This design comes from an exercise in tuning for small area, a short achievable clock period and few clock cycles on the open sky130 flow, not from production work.
RTL that was checked went through simulation tests only; none was proved equivalent to the original.
For run 4, only the layout was checked, not whether the RTL still works.
Power figures rest on the tool's default switching activity, not on a simulated workload.

File: config.mk
export PLATFORM = sky130hd
export DESIGN_NAME = intlit_parse
export DESIGN_NICKNAME = intlit_parse
export VERILOG_FILES = /design/flow/design.v
export SDC_FILE = /design/flow/constraint.sdc
export NUM_CORES = 4
export LEC_CHECK = 0
export CAP_MARGIN = 10
export CORE_MARGIN = 2
export CORE_UTILIZATION = 55
export SETUP_SLACK_MARGIN = 2.5
export SLEW_MARGIN = 10
export SYNTH_HIERARCHICAL = 1
File: constraint.sdc
create_clock -name core_clock -period 7.0 [get_ports {clk}]
set_input_delay 1.4000 -clock core_clock [delete_from_list [all_inputs] [get_ports {clk}]]
set_output_delay 1.4000 -clock core_clock [all_outputs]
set_load 0.01 [all_outputs]
File: design.v
module intlit_parse (
    input  wire        clk,
    input  wire        rst,
    input  wire        cmd_valid,
    output wire        cmd_ready,
    input  wire [31:0] cmd,
    input  wire [31:0] soft_code,
    input  wire [31:0] hard_code,
    input  wire        tok_empty,
    input  wire        ch_valid,
    output wire        ch_ready,
    input  wire [7:0]  ch_data,
    input  wire        ch_last,
    output wire        rsp_valid,
    input  wire        rsp_ready,
    output wire [3:0]  rsp_status,
    output wire [31:0] rsp_code,
    output wire [31:0] rsp_word0,
    output wire [31:0] rsp_word1
);
    localparam [3:0] P_START  = 4'd0;   
    localparam [3:0] P_NEG    = 4'd1;   
    localparam [3:0] P_BANG   = 4'd2;   
    localparam [3:0] P_BANG0  = 4'd3;   
    localparam [3:0] P_ZERO   = 4'd4;   
    localparam [3:0] P_HEXPFX = 4'd5;   
    localparam [3:0] P_HEX    = 4'd6;   
    localparam [3:0] P_DEC    = 4'd7;   
    localparam [3:0] P_ERR    = 4'd8;   
    reg        s_tok;
    reg        s_rsp;
    reg        ref_cmd;     
    reg        ref_type;    
    reg        sgn;         
    reg  [5:0] wm1;         
    reg [31:0] soft_q;
    reg [31:0] hard_q;
    reg  [3:0] pstate;
    reg        neg_q;
    reg [63:0] acc;         
    reg        ovf;         
    wire cmd_fire = cmd_valid && cmd_ready;
    wire ch_fire  = ch_valid && s_tok;
    assign cmd_ready = !s_tok && (!s_rsp || rsp_ready);
    assign ch_ready  = s_tok;
    assign rsp_valid = s_rsp;
    always @(posedge clk) begin
        if (rst) begin
            s_tok <= 1'b0;
            s_rsp <= 1'b0;
        end else if (cmd_fire) begin
            s_tok <= !tok_empty;
            s_rsp <= tok_empty;
        end else if (ch_fire && ch_last) begin
            s_tok <= 1'b0;
            s_rsp <= 1'b1;
        end else if (s_rsp && rsp_ready) begin
            s_rsp <= 1'b0;
        end
    end
    always @(posedge clk) begin
        if (cmd_fire) begin
            ref_cmd  <= (cmd[3:0] != 4'h1) || cmd[4] || (cmd[7:6] != 2'b00) ||
                        (cmd[31:16] != 16'h0000);
            ref_type <= (cmd[15:8] == 8'd0) || (cmd[15:8] > 8'd64);
            sgn      <= cmd[5];
            wm1      <= cmd[13:8] - 6'd1;
            soft_q   <= soft_code;
            hard_q   <= hard_code;
        end
    end
    wire       is_dec   = (ch_data >= "0") && (ch_data <= "9");
    wire       is_alpha = ((ch_data >= "a") && (ch_data <= "f")) ||
                          ((ch_data >= "A") && (ch_data <= "F"));
    wire       is_hex   = is_dec || is_alpha;
    wire [3:0] hex_val  = is_alpha ? (ch_data[3:0] + 4'd9) : ch_data[3:0];
    wire hexmode = (pstate == P_HEXPFX) || (pstate == P_HEX);
    wire acc_en  = ch_fire && (hexmode ? is_hex : is_dec);
    wire [2:0]  lo  = {1'b0, acc[1:0]} + {1'b0, ch_data[3:1]};
    wire        c2  = lo[2];
    wire [60:0] gg, pp, p0;
    ilp_mul5_pg u_pg (.a(acc), .g(gg), .p(pp), .p0(p0));
    wire [61:0] cy  = {gg | (pp & {61{c2}}), c2};      
    wire [63:0] dec_next = {p0 ^ cy[60:0], lo[1:0], ch_data[0]};
    wire        dec_ovf  = (acc[63:61] != 3'd0) || cy[61];
    wire [63:0] hex_next = {acc[59:0], hex_val};
    wire        hex_ovf  = acc[63:60] != 4'd0;
    wire [63:0] acc_next = hexmode ? hex_next : dec_next;
    wire        ovf_next = ovf || (hexmode ? hex_ovf : dec_ovf);
    wire [63:0] ge_wm1;
    ilp_therm u_therm (.t(wm1), .ge(ge_wm1));
    wire [63:0] ge_w = {ge_wm1[62:0], 1'b0};
    wire [3:0] hi_w_d, hi_wm1_d, lo_wm1_d;
    ilp_anyset u_hi_w   (.a(acc_next), .m(ge_w),    .y(hi_w_d));      
    ilp_anyset u_hi_wm1 (.a(acc_next), .m(ge_wm1),  .y(hi_wm1_d));    
    ilp_anyset u_lo_wm1 (.a(acc_next), .m(~ge_wm1), .y(lo_wm1_d));    
    reg [3:0] hi_w_q, hi_wm1_q, lo_wm1_q;
    always @(posedge clk) begin
        if (cmd_fire) begin
            acc    <= 64'd0;
            ovf    <= 1'b0;
            hi_w_q   <= 4'd0;
            hi_wm1_q <= 4'd0;
            lo_wm1_q <= 4'd0;
        end else if (acc_en) begin
            acc    <= acc_next;
            ovf    <= ovf_next;
            hi_w_q   <= hi_w_d;
            hi_wm1_q <= hi_wm1_d;
            lo_wm1_q <= lo_wm1_d;
        end
    end
    always @(posedge clk) begin
        if (cmd_fire) begin
            pstate <= P_START;
            neg_q  <= 1'b0;
        end else if (ch_fire) begin
            case (pstate)
                P_START: begin
                    if (ch_data == "-")      pstate <= P_NEG;
                    else if (ch_data == "!") pstate <= P_BANG;
                    else if (ch_data == "0") pstate <= P_ZERO;
                    else if (is_dec)         pstate <= P_DEC;
                    else                     pstate <= P_ERR;
                    neg_q <= (ch_data == "-");
                end
                P_NEG: begin
                    if (ch_data == "0")      pstate <= P_ZERO;
                    else if (is_dec)         pstate <= P_DEC;
                    else                     pstate <= P_ERR;
                end
                P_BANG:  pstate <= (ch_data == "0") ? P_BANG0  : P_ERR;
                P_BANG0: pstate <= (ch_data == "x") ? P_HEXPFX : P_ERR;
                P_ZERO: begin
                    if (ch_data == "x")      pstate <= P_HEXPFX;
                    else if (is_dec)         pstate <= P_DEC;
                    else                     pstate <= P_ERR;
                end
                P_HEXPFX: pstate <= is_hex ? P_HEX : P_ERR;
                P_HEX:    pstate <= is_hex ? P_HEX : P_ERR;
                P_DEC:    pstate <= is_dec ? P_DEC : P_ERR;
                default:  pstate <= P_ERR;
            endcase
        end
    end
    wire        w_gt32 = wm1[5];
    wire [63:0] lz;
    ilp_prefix_or u_lz (.a(acc), .y(lz));
    wire        hi_w   = |hi_w_q;
    wire        hi_wm1 = |hi_wm1_q;
    wire        lo_wm1 = |lo_wm1_q;
    wire        nz     = hi_wm1 || lo_wm1;
    wire refused  = ref_cmd || ref_type;
    wire form_dec = (pstate == P_ZERO) || (pstate == P_DEC);
    wire form_hex = (pstate == P_HEX);
    wire nomatch  = !refused && !(form_dec || form_hex);
    wire parsed   = !refused && (form_dec || form_hex);
    wire m_w      = !neg_q && (form_hex || !sgn);    
    wire m_wm1    = !neg_q && !form_hex && sgn;      
    wire m_half   = neg_q && sgn;                    
    wire m_zero   = neg_q && !sgn;                   
    wire m_ext    = !neg_q && form_hex && sgn;       
    wire bad   = ovf || (m_w && hi_w) || (m_wm1 && hi_wm1) ||
                 (m_half && (hi_w || (hi_wm1 && lo_wm1))) || (m_zero && nz);
    wire ok    = parsed && !bad;
    wire oor   = parsed && bad;           
    wire ext   = m_ext && hi_wm1;
    wire [63:0] pattern = neg_q ? (acc ^ {lz[62:0], 1'b0}) : (acc | ({64{ext}} & ge_w));
    assign rsp_status = ref_cmd  ? 4'h8 :
                        ref_type ? 4'h9 :
                        nomatch  ? 4'h1 :
                        oor      ? 4'h2 : 4'h0;
    assign rsp_code   = ({32{nomatch}} & soft_q) | ({32{oor}} & hard_q);
    assign rsp_word0  = {32{ok}} & pattern[31:0];
    assign rsp_word1  = {32{ok && w_gt32}} & pattern[63:32];
endmodule
module ilp_mul5_pg (
    input  wire [63:0] a,
    output reg  [60:0] g,
    output reg  [60:0] p,
    output reg  [60:0] p0
);
    integer j, l, k;
    always @(*) begin
        for (j = 0; j < 61; j = j + 1) begin
            g[j]  = a[j] & a[j + 2];
            p[j]  = a[j] ^ a[j + 2];
            p0[j] = p[j];
        end
        for (l = 0; l < 6; l = l + 1)
            for (j = 0; j < 61; j = j + 1)
                if ((j >> l) & 1) begin
                    k = ((j >> l) << l) - 1;
                    g[j] = g[j] | (p[j] & g[k]);
                    p[j] = p[j] & p[k];
                end
    end
endmodule
module ilp_therm (
    input  wire [5:0]  t,
    output reg  [63:0] ge
);
    integer i;
    always @(*) for (i = 0; i < 64; i = i + 1) ge[i] = (i >= t);
endmodule
module ilp_anyset (
    input  wire [63:0] a,
    input  wire [63:0] m,
    output wire [3:0]  y
);
    wire [63:0] am = a & m;
    assign y = {|am[63:48], |am[47:32], |am[31:16], |am[15:0]};
endmodule
module ilp_prefix_or (
    input  wire [63:0] a,
    output reg  [63:0] y
);
    integer m, n, q;
    always @(*) begin
        y = a;
        for (n = 0; n < 6; n = n + 1)
            for (m = 0; m < 64; m = m + 1)
                if ((m >> n) & 1) begin
                    q = ((m >> n) << n) - 1;
                    y[m] = y[m] | y[q];
                end
    end
endmodule
File: flow/run.sh
#!/bin/bash
# Standard ORFS layout, but with the port buffers built from the smallest
# plain buffer (buf_1) instead of the delay buffer buffer_ports picks by
# default; the resizer upsizes them where timing or fanout needs it.
set -euo pipefail
bash standard.sh synth > synth.log 2>&1
bash standard.sh "BUFFER_PORTS_ARGS=-buffer_cell sky130_fd_sc_hd__buf_1" finish > layout.log 2>&1
File: standard.sh
#!/bin/bash
# synth_recipe.tcl (not shown) runs the flow's synth.tcl, then flattens the netlist and writes it again
# the make line also repeats each setting of config.mk as NAME=value (left out here)
make -C /OpenROAD-flow-scripts/flow DESIGN_CONFIG=/design/flow/config.mk WORK_HOME=/design/flow/orfs CLKGATE_MAP_FILE= SYNTH_SCRIPT=/design/flow/synth_recipe.tcl "${@:-finish}"
==> impl_results.md, run 1 <==
* Most frequent cells in the layout: buf_1 (212), nor2_1 (195), nand2_1 (156)
* Worst Setup Start Kind: register
* RR Startpoint: acc[19]
* DRC errors left at 0
* First-pass GRT wire length at 69.9 mm
* Power per standard cell area at 148 nW/µm²
* Critical Path Fanout Max at 24
* Worst r2r path cells at 18
* Worst Hold End: hi_w_q[0]
* Ys Warns at 10
* Critical path arrival at 2.98 ns
* I/O pin count at 214
* Layout cell share with drive strength beyond 1 at 0.0958
* Lkg Pwr at 0.00639 µW
* Clock-pin slew on the worst setup and hold paths at 0.07 ns
* Commonest non-fill, non-tap cell in the layout: buf_1
* Area of the multi-input gates at 9390 µm²
* Pre-CTS setup slack at 2.46 ns
* Crit path time final at 4.38 ns
* Final setup margin at 2.62 ns
* Hold path depth at 2
* RSZ-0062 raised after global routing: no
* Nets at 2,088
* Vias at 14,609
* CP max stage delay at 0.73 ns
* Core area at 25,100 µm²
* # diodes at 0
* HP Start: hi_w_q[0]
* Die area at 26,800 µm²
* Final Max Tran Viols at 0
* Final setup fails at 0
* Worst-Skew Late Latency at 0.45 ns
* Hold_buf cts at 0
* Flop2flop setup slack at 2.72 ns
* Placement Cell Area at 14,900 µm²
* Critical path cell sequence: or3_1 -> nor3_2 -> a221oi_1 -> a311oi_1 -> buf_1
* Average cell area after synthesis at 8.00 µm²
* Number of port buffers at 212
* DRT iter0 DRCs at 1,488
* Worst-case clock buffer depth at 2
* Hold Slack at 0.464 ns
* Cell area after layout at 15,800 µm²
* CP max stage cell: edfxtp_1
* RD Place Congestion at 0.955
* Antenna-violating nets left at 0
* CTS H-tree lvls at 4
* Clk_skew at 0.0154 ns
* Worst path required time at 5.60 ns
* Vias/cell at 6.49
* Inserted Clock Buffers at 17
* TritonCTS clock tree: done
* CTS root buf: clkbuf_16
* TritonRoute pass-1 iters at 5
* Hold crit path type: register to register
* Worst-margin pin slew at 1.04 ns
* R2R Path End: lo_wm1_q[2]
* Largest net degree at the start of global routing at 82
* Total grt overflow at 0
* Rel. slew slack at 0.304
* Clock sinks at 157
* Initial antenna violation count at 0
* Wire per inst at 20.1 µm
* Synthesized area at 14,000 µm²
* Max Cap Viol at 0
* Filler Cell Count at 2,307
* Die W at 164 µm
* Delay-heaviest family, CP: simple AND/OR/NAND/NOR gates
* Maximum VDD drop at 0.000153 V
* Status: no timing/DRC/antenna violations
* Setup_tns at 0 ns
* Final Hold Vio Count at 0
* FMAX at 228 MHz
* Cell Rows at 58
* Synth-to-Final Area Change at 12.6%
* Die Y at 164 µm
* GRT Total Usage at 0.326
* Final wirelength at 45.2 mm
* Crit Path Category: register to primary output
* Starting density of the core at 0.559
* Vias in the first global route at 13,019
* Buf/Inv on CP at 1
* Worst Setup End Kind: primary output
* Tcrit/Tclk final at 0.625
* DP HPWL at 31.7 mm
* Post-synthesis cell count at 1,754
* Register area at 3890 µm²
* Fin util at 0.629
-- state kept, by name, summed over array words and instances (netlist names) --
name / cells
acc: 64
hard_q: 32
hi_w_q: 4
hi_wm1_q: 4
lo_wm1_q: 4
neg_q: 1
ovf: 1
pstate: 4
ref_cmd: 1
ref_type: 1
s_rsp: 1
s_tok: 1
sgn: 1
soft_q: 32
wm1: 6
-- per-stage QoR --
step	instances	total power (µW)
after floorplan	1755	1270
after global placement	2203	1360
after detailed placement	2203	1370
after CTS	2242	2340
after global routing	2251	2420
final	2251	2340
-- worst reg2reg max path, stage by stage (launching register included) --
cell and delay [ns]:
dfxtp_1 0.51, ha_1 0.36, a21oi_1 0.19, o21ai_1 0.12
a221o_1 0.39, a221o_1 0.39, a31oi_4 0.18, buf_12 0.15
inv_4 0.07, a221oi_4 0.33, o21bai_2 0.08, a21oi_1 0.14
xor2_1 0.15, o21ai_0 0.25, a22o_1 0.31, a221oi_2 0.22
nand4_1 0.12, nand2_1 0.08, a21oi_1 0.07
-- timing repair --
item | 4_1_cts | 5_1_grt
setup endpoints to repair | 90 | 94
gates resized for setup | 4 | 26
cloned | 1 | 0
pin swaps | 5 | 2
setup buffers | 6 | 9
-- worst max-delay path by stage --
stage                     slack, ns  startpoint  depth (start not counted)            end
final                          2.62      wm1[3]                          5   rsp_word0[3]
after global routing           2.50     acc[19]                         17    hi_wm1_q[3]
after CTS                      2.48       neg_q                          7  rsp_word0[29]
after detailed placement       2.46     acc[12]                          7  rsp_word1[25]
after global placement         2.45     acc[32]                          6  rsp_word1[27]
after floorplan                3.05  ch_data[2]                         13      hi_w_q[3]
-- per-layer routing --
| metal | GRT usage | up-vias | part of all wire |
|---|---|---|---|
| li1 | - | 6982 | - |
| met1 | 0.457 | 6911 | 0.43 |
| met2 | 0.506 | 625 | 0.46 |
| met3 | 0.0538 | 91 | 0.082 |
| met4 | 0.118 | 0 | 0.026 |
| met5 | 0 | - | 0 |
-- cell type report --
class	instances	area share
inverter	113	0.0272
sequential	157	0.246
clock buffer	17	0.0269
tap	330	0.0261
multi-input combinational	1374	0.594
clock inverter	15	0.0108
timing repair buffer	245	0.0688
-- power by group --
group	total, µW	switching [µW]	internal, µW	leakage [µW]
combinational	346	240	106	0.00472
clock	967	486	482	0.000289
sequential	1030	26.9	1000	0.00138
total	2340	753	1590	0.00639
Testbench counts, summed over its fixed seeds: cycles 23,027.
==> inputs of run 2 (changes only) <==
--- a/config.mk
+++ b/config.mk
@@ -5,9 +5,9 @@
 export SDC_FILE = /design/flow/constraint.sdc
 export NUM_CORES = 4
 export LEC_CHECK = 0
-export CAP_MARGIN = 10
+export CAP_MARGIN = 20
 export CORE_MARGIN = 2
-export CORE_UTILIZATION = 55
+export CORE_UTILIZATION = 60
 export SETUP_SLACK_MARGIN = 2.5
-export SLEW_MARGIN = 10
+export SLEW_MARGIN = 20
 export SYNTH_HIERARCHICAL = 1
==> run 2 against run 1 <==
- clock power fell by 1%
- critical path depth rose by 3
- combinational power fell by 2%
- register-to-register slack barely moved
- critical path type unchanged
- critical endpoint is now rsp_word0[30]
- hold slack got worse by 0.00074 ns
- non-clock buffer count fell by 8
- clock skew rose by 0.0073 ns
- design area fell by 0.89%
- total power fell by 0.65%
- via count rose by 0.55%
- cell count fell by 1.2%
- highest routed layer unchanged
- maximum frequency fell by 0.35%
==> impl_results.md, run 2 <==
* Synthesized area at 14,000 µm² (unchanged)
* # diodes at 0 (unchanged)
* Crit path time final at 4.39 ns (+0.0152 ns)
* Buf/Inv on CP at 2 (+1)
* Rel. slew slack at 0.355 (+0.0509)
* DRC errors left at 0 (unchanged)
* Synth-to-Final Area Change at 11.6%
* Vias at 14,689 (+0.55%)
* Tot Pwr at 2330 µW (-0.65%)
* GRT Total Usage at 0.351 (+0.0247)
* Maximum VDD drop at 0.000141 V (-7.6%)
* Average cell area after synthesis at 8.00 µm² (unchanged)
* Final wirelength at 44.9 mm (-0.68%)
* Biggest regs: acc x64, hard_q x32, soft_q x32
* Vias/cell at 6.60 (+1.7%)
* Setup_tns at 0 ns (unchanged)
* Antenna-violating nets left at 0 (unchanged)
* RSZ-0062 raised after global routing: no
* Worst Setup End Kind: primary output
* Clock-pin slew on the worst setup and hold paths at 0.08 ns (about the same)
* Total grt overflow at 0 (unchanged)
* Largest net degree at the start of global routing at 78 (-4.9%)
* Cell Rows at 55 (-5.2%)
* Final Max Tran Viols at 0 (unchanged)
* First-pass GRT wire length at 69.1 mm (-1.1%)
* Max Cap Viol at 0 (unchanged)
* Final setup fails at 0 (unchanged)
* Filler Cell Count at 1,968 (-15%)
* Critical path arrival at 2.99 ns (about the same)
* Number of flip-flops in the largest register at 64 (unchanged)
* Vias in the first global route at 12,985 (-0.26%)
* Layout cell share with drive strength beyond 1 at 0.0873 (-0.00844)
* Starting density of the core at 0.616 (+0.0572)
* Power per standard cell area at 149 nW/µm² (+0.25%)
* DP HPWL at 31.6 mm (-0.45%)
* Fin util at 0.688 (+0.0582)
* Critical Path Fanout Max at 12 (-50%)
* Crit Path Category: register to primary output
* FMAX at 228 MHz (-0.35%)
* Worst Setup Start Kind: register
* Final Hold Vio Count at 0 (unchanged)
* Status: no timing/DRC/antenna violations
* Initial antenna violation count at 0 (unchanged)
* Nets at 2,079 (-0.43%)
* Tcrit/Tclk final at 0.627 (+0.00218)
* CTS root buf: clkbuf_16
* CP max stage cell: or4_4
* Number of port buffers at 212 (unchanged)
* Worst-Skew Late Latency at 0.45 ns (about the same)
* Die Y at 157 µm (-4.2%)
* Inserted Clock Buffers at 17 (unchanged)
* DRT iter0 DRCs at 1,734 (+17%)
* TritonRoute pass-1 iters at 6 (+1)
* Lkg Pwr at 0.00633 µW (-0.84%)
* Worst-margin pin slew at 0.957 ns (-0.0842 ns)
* Commonest non-fill, non-tap cell in the layout: buf_1
* Critical path cell sequence: nor4_2 -> nand4_1 -> buf_4 -> or4_4 -> or3_1 -> a221oi_1 -> a311oi_1 -> buf_1
* Placement Cell Area at 14,900 µm² (-0.20%)
* Ys Warns at 10 (unchanged)
* Clk_skew at 0.0227 ns (+0.00734 ns)
* Worst path required time at 5.60 ns (about the same)
* Most frequent cells in the layout: buf_1 (212), nor2_1 (195), nand2_1 (156)
* Most flop-heavy register: acc
* Die W at 157 µm (-4.2%)
* Clock sinks at 157 (unchanged)
* Worst-case clock buffer depth at 2 (unchanged)
* Post-synthesis cell count at 1,754 (unchanged)
* Wire per inst at 20.2 µm (+0.48%)
* I/O pin count at 214 (unchanged)
* Delay-heaviest family, CP: simple AND/OR/NAND/NOR gates
* Cell area after layout at 15,700 µm² (-0.89%)
* Hold crit path type: register to register
* Die area at 24,600 µm² (-8.1%)
* RD Place Congestion at 1.03 (+7.7%)
* CTS H-tree lvls at 4 (unchanged)
* CP max stage delay at 0.52 ns (-0.21 ns)
* Core area at 22,800 µm² (-9.3%)
* TritonCTS clock tree: done
## run 2: cell count changes in the layout (fill, tap and decap cells not counted), moves of 3 or more
cell,delta
a311oi_1,+6
a311oi_2,-6
buf_4,-5
dfxtp_1,+4
dfxtp_2,-4
nor4_1,-3
nor4_2,+3
## run 2: report_power, final
part	internal (µW)	leakage [µW]	switching (µW)	total, µW
Combinational	101	0.00467	239	340
Sequential	1000	0.00138	27.6	1030
Clock	480	0.000287	477	957
## run 2: repair_timing
action	in CTS	in global routing
resized for setup	3	15
endpoints found under the setup margin	84	36
pin swaps	2	2
hold buffers	0	0
setup buffers	5	4
endpoints found under the hold margin	0	0
## run 2: routing by layer
layer	routed length, µm	vias up	GRT usage
met5	0	-	0
met4	852	0	0.103
met3	4080	70	0.0496
met2	21000	739	0.559
met1	18900	6932	0.495
li1	-	6948	-
## run 2: layout make-up
cell class	instances	area, µm²	area share
clock buffers	17	425	0.0272
flip-flops and latches	157	3880	0.248
clock inverters	15	166	0.0106
multi-input cells	1373	9360	0.597
well taps	313	392	0.0250
inverters	113	429	0.0274
repair buffers	237	1010	0.0646
## run 2: worst min-delay path, delay by kind of cell, from the launching register on
family          cells  cell delay [ns]
compound gates      1             0.05
flops               1             0.31
simple gates        1             0.05
## run 2: path summary, 6_finish.rpt
| kind | end | slack [ns] | cells after the start | startpoint |
|---|---|---|---|---|
| max | rsp_word0[30] | 2.61 | 8 | acc[9] |
| min reg2reg | hi_w_q[0] | 0.46 | 2 | hi_w_q[0] |
| max reg2reg | lo_wm1_q[3] | 2.71 | 18 | acc[21] |
| min | hi_w_q[0] | 0.46 | 2 | hi_w_q[0] |
## run 2: metrics by stage
stage          setup slack, ns  instances  hold WS (ns)
2_1_floorplan             3.05       1755         0.431
3_3_place_gp              2.43       2183         0.443
3_5_place_dp              2.32       2184         0.453
4_1_cts                   2.53       2221         0.462
5_1_grt                   2.51       2225         0.489
6_report                  2.61       2225         0.463
==> inputs of run 3 (changes only) <==
--- a/design.v
+++ b/design.v
@@ -150,7 +150,7 @@
     wire        hi_wm1 = |hi_wm1_q;
     wire        lo_wm1 = |lo_wm1_q;
     wire        nz     = hi_wm1 || lo_wm1;
-    wire refused  = ref_cmd || ref_type;
+    wire refused      = ref_cmd || ref_type;
     wire form_dec = (pstate == P_ZERO) || (pstate == P_DEC);
     wire form_hex = (pstate == P_HEX);
     wire nomatch  = !refused && !(form_dec || form_hex);
@@ -163,13 +163,13 @@
     wire bad   = ovf || (m_w && hi_w) || (m_wm1 && hi_wm1) ||
                  (m_half && (hi_w || (hi_wm1 && lo_wm1))) || (m_zero && nz);
     wire ok    = parsed && !bad;
-    wire oor   = parsed && bad;           
+    wire oor = parsed && bad;
     wire ext   = m_ext && hi_wm1;
     wire [63:0] pattern = neg_q ? (acc ^ {lz[62:0], 1'b0}) : (acc | ({64{ext}} & ge_w));
     assign rsp_status = ref_cmd  ? 4'h8 :
                         ref_type ? 4'h9 :
                         nomatch  ? 4'h1 :
-                        oor      ? 4'h2 : 4'h0;
+                        oor    ? 4'h2 : 4'h0;
     assign rsp_code   = ({32{nomatch}} & soft_q) | ({32{oor}} & hard_q);
     assign rsp_word0  = {32{ok}} & pattern[31:0];
     assign rsp_word1  = {32{ok && w_gt32}} & pattern[63:32];
==> flow/run.sh (replaced) <==
#!/bin/bash
# Standard ORFS layout, but with the port buffers built from the smallest
# plain buffer (buf_1) instead of the delay buffer buffer_ports picks by
# default, and with power recovery (downsizing of gates off the critical
# paths) after global routing; the resizer upsizes port buffers where timing
# or fanout needs it.
set -euo pipefail
bash standard.sh synth > synth.log 2>&1
bash standard.sh "BUFFER_PORTS_ARGS=-buffer_cell sky130_fd_sc_hd__buf_1" "RECOVER_POWER=100" finish > layout.log 2>&1
--- a/config.mk
+++ b/config.mk
@@ -7,7 +7,7 @@
 export LEC_CHECK = 0
 export CAP_MARGIN = 20
 export CORE_MARGIN = 2
-export CORE_UTILIZATION = 60
+export CORE_UTILIZATION = 55
 export SETUP_SLACK_MARGIN = 2.5
 export SLEW_MARGIN = 20
 export SYNTH_HIERARCHICAL = 1
==> run 3 against run 2 <==
- the layout now fails its checks (capacitance limit, slew limit)
- highest routed layer unchanged
- largest power group unchanged
- synthesized area unchanged
- register-to-register slack worse by 0.84 ns
- setup slack got worse by 0.94 ns
- critical endpoint is now rsp_code[1]
- first-iteration DRC count is 17% lower
- critical path depth unchanged
- hold slack improved by 0.0094 ns
- largest cell class unchanged
- count of clock-buffer cells in the layout is the same
- global-route usage shrank 3.1 points
==> impl_results.md, run 3 <==
* Dpl cells at 2,204 (+0.92%)
* Critical path arrival at 3.93 ns (+0.94 ns)
* Crit Path Category: register to primary output
* Met3 Wirelength at 3.52 mm (-14%)
* Average cell area after synthesis at 8.00 µm² (unchanged)
* Total grt overflow at 0 (unchanged)
* Final Max Tran Viols at 233 (+233)
* FMAX at 188 MHz (-18%)
* Worst r2r path cells at 17 (-1)
* TritonRoute pass-1 iters at 5 (-1)
* Nets at 2,086 (+0.34%)
* Most flop-heavy register: acc
* RSZ-0062 raised after global routing: yes
* Tcrit/Tclk final at 0.762 (+0.134)
* Wire length on met1 at 19.3 mm (+2.1%)
* Top Layer Used: met4
* Cell Rows at 58 (+5.5%)
* Clock-pin slew on the worst setup and hold paths at 0.07 ns (about the same)
* Number of port buffers at 212 (unchanged)
* Area of the multi-input gates at 9290 µm² (-0.74%)
* Status: complete, but fails checks
* Core area at 25,100 µm² (+10%)
* Starting density of the core at 0.559 (-0.0572)
* Violated checks: capacitance limit, slew limit
* First-pass GRT wire length at 68.8 mm (-0.54%)
* Max Cap Viol at 5 (+5)
* Rel. slew slack at -0.744 (-1.10)
* Ys Warns at 10 (unchanged)
* DRC errors left at 0 (unchanged)
* Final setup fails at 0 (unchanged)
* CTS root buf: clkbuf_16
* GRT Total Usage at 0.319 (-0.0314)
* Worst Setup Start Kind: register
* Inserted Clock Buffers at 17 (unchanged)
* Final Non-Filler Cells at 2,249 (+1.1%)
* DRT iter0 DRCs at 1,441 (-17%)
* Most frequent cells in the layout: buf_1 (212), nor2_1 (195), nand2_1 (157)
* Critical Path Fanout Max at 81 (+69)
* Die area at 26,800 µm² (+8.9%)
* Commonest non-fill, non-tap cell in the layout: buf_1
* Register area at 3880 µm² (about the same)
* Lkg Pwr at 0.00634 µW (about the same)
* Final setup margin at 1.67 ns (-0.941 ns)
* I/O pin count at 214 (unchanged)
* Vias at 14,636 (-0.36%)
* Die Y at 164 µm (+4.3%)
* Final Hold Vio Count at 0 (unchanged)
* Worst-Skew Late Latency at 0.44 ns (about the same)
* Fin util at 0.623 (-0.0646)
* Die W at 164 µm (+4.3%)
* Biggest regs: acc x64, hard_q x32, soft_q x32
* Post-synthesis cell count at 1,754 (unchanged)
* Metal2 WL at 20.7 mm (-1.7%)
* Worst-margin pin slew at 2.62 ns (+1.66 ns)
* Wire per inst at 19.8 µm (-1.8%)
* Maximum VDD drop at 0.000145 V (+2.9%)
* Initial antenna violation count at 0 (unchanged)
* Pre-CTS setup slack at 2.55 ns (+0.223 ns)
* Vias/cell at 6.51 (-1.4%)
* Worst-case clock buffer depth at 2 (unchanged)
* CTS H-tree lvls at 4 (unchanged)
* Final wirelength at 44.5 mm (-0.79%)
* RD Place Congestion at 0.955 (-7.2%)
* Worst Setup End Kind: primary output
* Worst path required time at 5.60 ns (about the same)
* Synthesized area at 14,000 µm² (unchanged)
* Number of flip-flops in the largest register at 64 (unchanged)
* Antenna-violating nets left at 0 (unchanged)
* Worst Setup SP: neg_q
* # diodes at 0 (unchanged)
* TritonCTS clock tree: done
* Synth-to-Final Area Change at 11.5%
* RR Startpoint: acc[17]
* Crit path time final at 5.33 ns (+0.941 ns)
* HP Start: hi_w_q[0]
* Layout cell share with drive strength beyond 1 at 0.0834 (-0.00397)
* Power per standard cell area at 149 nW/µm² (about the same)
* Clock sinks at 157 (unchanged)
* Setup_tns at 0 ns (unchanged)
* Hold path depth at 2 (unchanged)
* Hold crit path type: register to register
* Largest net degree at the start of global routing at 82 (+5.1%)
* Filler Cell Count at 2,338 (+19%)
* DP HPWL at 31.6 mm (+0.23%)
* Clk_skew at 0.0160 ns (-0.00672 ns)
* Vias in the first global route at 12,820 (-1.3%)
-- run 3: layout make-up --
type	instances	area share
Multi-Input combinational cell	1373	0.594
Sequential cell	157	0.248
Timing Repair Buffer	244	0.0669
Inverter	113	0.0274
Clock buffer	17	0.0272
Tap cell	330	0.0264
Clock inverter	15	0.0105
-- run 3: final timing paths --
check | end | slack [ns]
hold / removal | hi_w_q[0] | 0.47
hold reg to reg | hi_w_q[0] | 0.47
setup / recovery | rsp_code[1] | 1.67
setup reg to reg | lo_wm1_q[3] | 1.87
-- run 3: metal layers --
| layer | vias to the layer above | global-route usage |
|---|---|---|
| li1 | 6959 | - |
| met1 | 6922 | 0.460 |
| met2 | 666 | 0.502 |
| met3 | 89 | 0.0402 |
| met4 | 0 | 0.0933 |
| met5 | - | 0 |
-- run 3: repair_timing --
| item | in CTS | in global routing |
|---|---|---|
| pin swaps | 2 | 0 |
| resized for setup | 7 | 17 |
| cloned | 0 | 0 |
| buffers inserted | 3 | 10 |
| hold buffers | 0 | 0 |
| endpoints found under the setup margin | 78 | 93 |
-- run 3: per-stage QoR --
step | area [µm²] | power (µW) | hold WS, ns
CTS | 15600 | 2320 | 0.472
global route | 15600 | 2400 | 0.491
finish | 15600 | 2320 | 0.472
global placement | 14900 | 1360 | 0.444
detailed placement | 14900 | 1370 | 0.455
floorplan | 14000 | 1270 | 0.431
-- run 3: critical path: stages (launching register included) --
cell and delay [ns]:
dfxtp_1 0.54, clkbuf_4 0.22, buf_6 0.46, o32a_1 0.23
o221ai_1 0.16, a21oi_1 0.18, clkbuf_1 1.23, a22o_1 0.26
buf_1 0.20
-- run 3: where the power goes --
part | internal, µW | total (µW) | switching, µW
Clock | 482 | 955 | 473
Sequential | 1000 | 1030 | 23.5
Combinational | 103 | 343 | 239
Total | 1590 | 2320 | 736
Testbench counts of run 3, summed over its fixed seeds: cycles 23,027.
==> inputs of run 4 (changes only) <==
--- a/design.v
+++ b/design.v
@@ -90,24 +90,32 @@
     wire [63:0] ge_wm1;
     ilp_therm u_therm (.t(wm1), .ge(ge_wm1));
     wire [63:0] ge_w = {ge_wm1[62:0], 1'b0};
-    wire [3:0] hi_w_d, hi_wm1_d, lo_wm1_d;
+    wire [7:0] hi_w_d, hi_wm1_d, lo_wm1_d;
     ilp_anyset u_hi_w   (.a(acc_next), .m(ge_w),    .y(hi_w_d));      
     ilp_anyset u_hi_wm1 (.a(acc_next), .m(ge_wm1),  .y(hi_wm1_d));    
     ilp_anyset u_lo_wm1 (.a(acc_next), .m(~ge_wm1), .y(lo_wm1_d));    
-    reg [3:0] hi_w_q, hi_wm1_q, lo_wm1_q;
+    reg [7:0] hi_w_q, hi_wm1_q, lo_wm1_q;
+    wire [15:0] go_d;
+    genvar gq;
+    generate for (gq = 0; gq < 16; gq = gq + 1) begin : g_go
+        assign go_d[gq] = |acc_next[4*gq+3:4*gq];
+    end endgenerate
+    reg  [15:0] go_q;
     always @(posedge clk) begin
         if (cmd_fire) begin
             acc    <= 64'd0;
             ovf    <= 1'b0;
-            hi_w_q   <= 4'd0;
-            hi_wm1_q <= 4'd0;
-            lo_wm1_q <= 4'd0;
+            hi_w_q   <= 8'd0;
+            hi_wm1_q <= 8'd0;
+            lo_wm1_q <= 8'd0;
+            go_q     <= 16'd0;
         end else if (acc_en) begin
             acc    <= acc_next;
             ovf    <= ovf_next;
             hi_w_q   <= hi_w_d;
             hi_wm1_q <= hi_wm1_d;
             lo_wm1_q <= lo_wm1_d;
+            go_q     <= go_d;
         end
     end
     always @(posedge clk) begin
@@ -145,7 +153,7 @@
     end
     wire        w_gt32 = wm1[5];
     wire [63:0] lz;
-    ilp_prefix_or u_lz (.a(acc), .y(lz));
+    ilp_prefix_or u_lz (.a(acc), .go(go_q), .y(lz));
     wire        hi_w   = |hi_w_q;
     wire        hi_wm1 = |hi_wm1_q;
     wire        lo_wm1 = |lo_wm1_q;
@@ -206,23 +214,34 @@
 module ilp_anyset (
     input  wire [63:0] a,
     input  wire [63:0] m,
-    output wire [3:0]  y
+    output wire [7:0]  y
 );
     wire [63:0] am = a & m;
-    assign y = {|am[63:48], |am[47:32], |am[31:16], |am[15:0]};
+    genvar k;
+    generate for (k = 0; k < 8; k = k + 1) begin : g_k
+        assign y[k] = |am[8*k+7:8*k];
+    end endgenerate
 endmodule
 module ilp_prefix_or (
     input  wire [63:0] a,
+    input  wire [15:0] go,
     output reg  [63:0] y
 );
+    reg [15:0] gp;              
     integer m, n, q;
     always @(*) begin
-        y = a;
-        for (n = 0; n < 6; n = n + 1)
-            for (m = 0; m < 64; m = m + 1)
+        gp = {go[14:0], 1'b0};
+        for (n = 0; n < 4; n = n + 1)
+            for (m = 0; m < 16; m = m + 1)
                 if ((m >> n) & 1) begin
                     q = ((m >> n) << n) - 1;
-                    y[m] = y[m] | y[q];
-                end
-    end
-endmodule
+                    gp[m] = gp[m] | gp[q];
+                end
+        for (m = 0; m < 64; m = m + 1) begin
+            y[m] = gp[m >> 2];
+            for (n = 0; n < 4; n = n + 1)
+                if (n <= (m & 3))
+                    y[m] = y[m] | a[(m & ~3) + n];
+        end
+    end
+endmodule
==> flow/run.sh (replaced) <==
#!/bin/bash
# Standard ORFS layout, but with the port buffers built from the smallest
# plain buffer (buf_1) instead of the delay buffer buffer_ports picks by
# default; the resizer upsizes them where timing or fanout needs it.
set -euo pipefail
bash standard.sh synth > synth.log 2>&1
bash standard.sh "BUFFER_PORTS_ARGS=-buffer_cell sky130_fd_sc_hd__buf_1" finish > layout.log 2>&1
==> run 4 against run 3 <==
- now clean on timing, DRC and antenna
- clock power grew 8%
- die area up 4.6%
- via count rose by 7.0%
- core utilization grew 0.75 points
- non-clock buffer count down 6
- synthesized area up 4.7%
- combinational power shrank 16%
- highest routed layer unchanged
- synthesized cell count grew 7.0%
- design area up 5.3%
==> impl_results.md, run 4 <==
* Die Y at 167 µm (+2.3%)
* Clock sinks at 184 (+17%)
* RSZ-0062 raised after global routing: yes
* R2R Path End: hi_wm1_q[6]
* Synth-to-Final Area Change at 12.2%
* DP HPWL at 33.7 mm (+6.7%)
* Hold path depth at 2 (unchanged)
* Layout cell share with drive strength beyond 1 at 0.0718 (-0.0116)
* Dpl cells at 2,322 (+5.4%)
* Vias/cell at 6.61 (+1.6%)
* Max Cap Viol at 0 (-5)
* DRC errors left at 0 (unchanged)
* Total grt overflow at 0 (unchanged)
* Final Non-Filler Cells at 2,368 (+5.3%)
* Worst Setup End Kind: primary output
* Most flop-heavy register: acc
* Core area at 26,100 µm² (+4.1%)
* Worst Hold End: hi_wm1_q[3]
* Critical path arrival at 3.07 ns (-0.86 ns)
* Die W at 167 µm (+2.3%)
* Nets at 2,199 (+5.4%)
* DRT iter0 DRCs at 1,867 (+30%)
* HP Start: hi_wm1_q[3]
* Inserted Clock Buffers at 17 (unchanged)
* Final Max Tran Viols at 0 (-100%)
* I/O pin count at 214 (unchanged)
* Die area at 28,000 µm² (+4.6%)
* Clock-pin slew on the worst setup and hold paths at 0.07 ns (about the same)
* Final Hold Vio Count at 0 (unchanged)
* Worst-margin pin slew at 1.03 ns (-1.59 ns)
* FMAX at 224 MHz (+19%)
* Number of flip-flops in the largest register at 64 (unchanged)
* Final wirelength at 49.0 mm (+10%)
* RD Place Congestion at 0.940 (-1.6%)
* Rel. slew slack at 0.313 (+1.06)
* Vias in the first global route at 13,963 (+8.9%)
* Worst-case clock buffer depth at 2 (unchanged)
* CTS H-tree lvls at 4 (unchanged)
* Crit path time final at 4.47 ns (-0.861 ns)
* Tcrit/Tclk final at 0.639 (-0.123)
* Lkg Pwr at 0.00653 µW (+3.1%)
* Maximum VDD drop at 0.000152 V (+5.0%)
* Final setup fails at 0 (unchanged)
* Initial antenna violation count at 0 (unchanged)
* Most frequent cells in the layout: buf_1 (212), nor2_1 (191), nand2_1 (174)
* # diodes at 0 (unchanged)
* Buf/Inv on CP at 2 (-2)
* Number of port buffers at 212 (unchanged)
* Flop2flop setup slack at 2.78 ns (+0.91 ns)
* First-pass GRT wire length at 76.7 mm (+12%)
* Commonest non-fill, non-tap cell in the layout: buf_1
* Worst-Skew Late Latency at 0.46 ns (+0.02 ns)
* Critical Path Fanout Max at 18 (-78%)
* Delay-heaviest family, CP: simple AND/OR/NAND/NOR gates
* Setup_tns at 0 ns (unchanged)
* Worst r2r path cells at 16 (-1)
* Starting density of the core at 0.562 (+0.00325)
* Worst Setup Start Kind: register
* Crit Path Category: register to primary output
* Average cell area after synthesis at 7.82 µm² (-2.2%)
* CP max stage delay at 0.62 ns (-0.61 ns)
* Power per standard cell area at 152 nW/µm² (+2.4%)
* Cell Rows at 59 (+1.7%)
* RR Startpoint: acc[3]
* CP max stage cell: or4_1
* TritonCTS clock tree: done
* Vias at 15,657 (+7.0%)
* Filler Cell Count at 2,393 (+2.4%)
* Hold_buf cts at 0 (unchanged)
* Clk_skew at 0.0208 ns (+0.00478 ns)
* Biggest regs: acc x64, hard_q x32, soft_q x32
* Antenna-violating nets left at 0 (unchanged)
* Largest net degree at the start of global routing at 110 (+34%)
* GRT Total Usage at 0.335 (+0.0160)
* CTS root buf: clkbuf_16
* Status: no timing/DRC/antenna violations
* Synthesized area at 14,700 µm² (+4.7%)
* Worst path required time at 5.60 ns (about the same)
* Critical path cell sequence: or4_1 -> nor2_4 -> o2111ai_1 -> a31oi_4 -> nand2_4 -> buf_6 -> a311oi_2 -> buf_1
* Ys Warns at 10 (unchanged)
* Post-synthesis cell count at 1,877 (+7.0%)
* Wire per inst at 20.7 µm (+4.5%)
* TritonRoute pass-1 iters at 18 (+13)
* Hold crit path type: register to register
-- run 4: worst min-delay path: stages, from the launching register on --
cell     delay (ns)
dfxtp_1        0.31
nand2_1        0.05
a21oi_1        0.05
-- run 4: worst max-delay path by stage --
stage	slack, ns	start	endpoint	depth (start not counted)
2_1_floorplan	3.39	rsp_ready	hard_q[0]	6
3_3_place_gp	2.23	ch_data[1]	hi_wm1_q[4]	12
3_5_place_dp	2.19	ch_data[1]	hi_wm1_q[6]	12
4_1_cts	2.56	hi_wm1_q[0]	rsp_word0[17]	8
5_1_grt	2.48	hi_wm1_q[4]	rsp_word0[17]	8
6_report	2.53	hi_wm1_q[0]	rsp_word0[17]	8
-- run 4: area by class of cell --
| cell class | count | area, µm² | area share |
|---|---|---|---|
| multi-input combinational | 1469 | 9570 | 0.581 |
| sequential | 184 | 4420 | 0.268 |
| timing repair buffer | 238 | 1040 | 0.0631 |
| clock buffer | 17 | 425 | 0.0258 |
| inverter | 110 | 420 | 0.0255 |
| tap | 335 | 419 | 0.0254 |
| clock inverter | 15 | 185 | 0.0112 |
-- run 4: what timing repair did --
| item | in CTS | in global routing |
|---|---|---|
| hold endpoints to repair | 0 | 0 |
| setup buffers | 5 | 4 |
| setup endpoints to repair | 64 | 101 |
| resized for setup | 11 | 26 |
| pin swaps | 3 | 1 |
| cloned | 2 | 2 |
-- run 4: layer usage --
metal  track usage  vias up  share of wire
met1         0.477     7412           0.44
met2         0.531      809           0.46
met4         0.113        0          0.023
met3        0.0395       77          0.084
met5             0        -              0
li1              -     7359              -
-- run 4: per-stage QoR --
stage          hold WS, ns  power [µW]  setup slack, ns  cell area, µm²  utilization
2_1_floorplan        0.431        1380             3.39           14700            -
3_3_place_gp         0.440        1470             2.23           15600        0.595
3_5_place_dp         0.442        1480             2.19           15600        0.595
4_1_cts              0.452        2500             2.56           16300        0.623
5_1_grt              0.468        2580             2.48           16500        0.630
6_report             0.451        2510             2.53           16500        0.630
-- run 4: report_power, final --
part | leakage [µW] | switching (µW) | internal, µW | total [µW]
registers | 0.00159 | 30.9 | 1150 | 1190
clock network | 0.000300 | 516 | 518 | 1030
logic | 0.00464 | 204 | 82.3 | 287
total | 0.00653 | 752 | 1750 | 2510

-- what the ideal ports hide --
How much do the figures lean on ideal ports? The routed layouts below were timed once more, with nothing changed but the port constraints.
Step 1: set_driving_cell puts a clkbuf_16 on clk and a buf_2 on each other input, an assumption about the parent block.
Step 2 also shifts input and output timing later by t, the mid clock arrival at the registers, as if the neighbouring blocks saw the same clock.
a / b / c = ideal ports / drivers / drivers and shift; a / b = the first two.
| run | t, ns | setup WS [ns] | latest minus earliest clock arrival (ns) | pins driven straight from the clock port |
|---|---|---|---|---|
| run 1 | 0.488 | 2.623 / 2.572 / 2.415 | 0.016 / 0.015 | 1 |
| run 2 | 0.486 | 2.608 / 2.558 / 2.315 | 0.023 / 0.023 | 1 |
| run 3 | 0.478 | 1.667 / 1.617 / 1.872 | 0.016 / 0.016 | 1 |
| run 4 | 0.499 | 2.528 / 2.475 / 2.203 | 0.023 / 0.022 | 1 |
The setup slack of run 4, which loses most, moves by -0.053 ns with the drivers and by -0.325 ns with both steps.
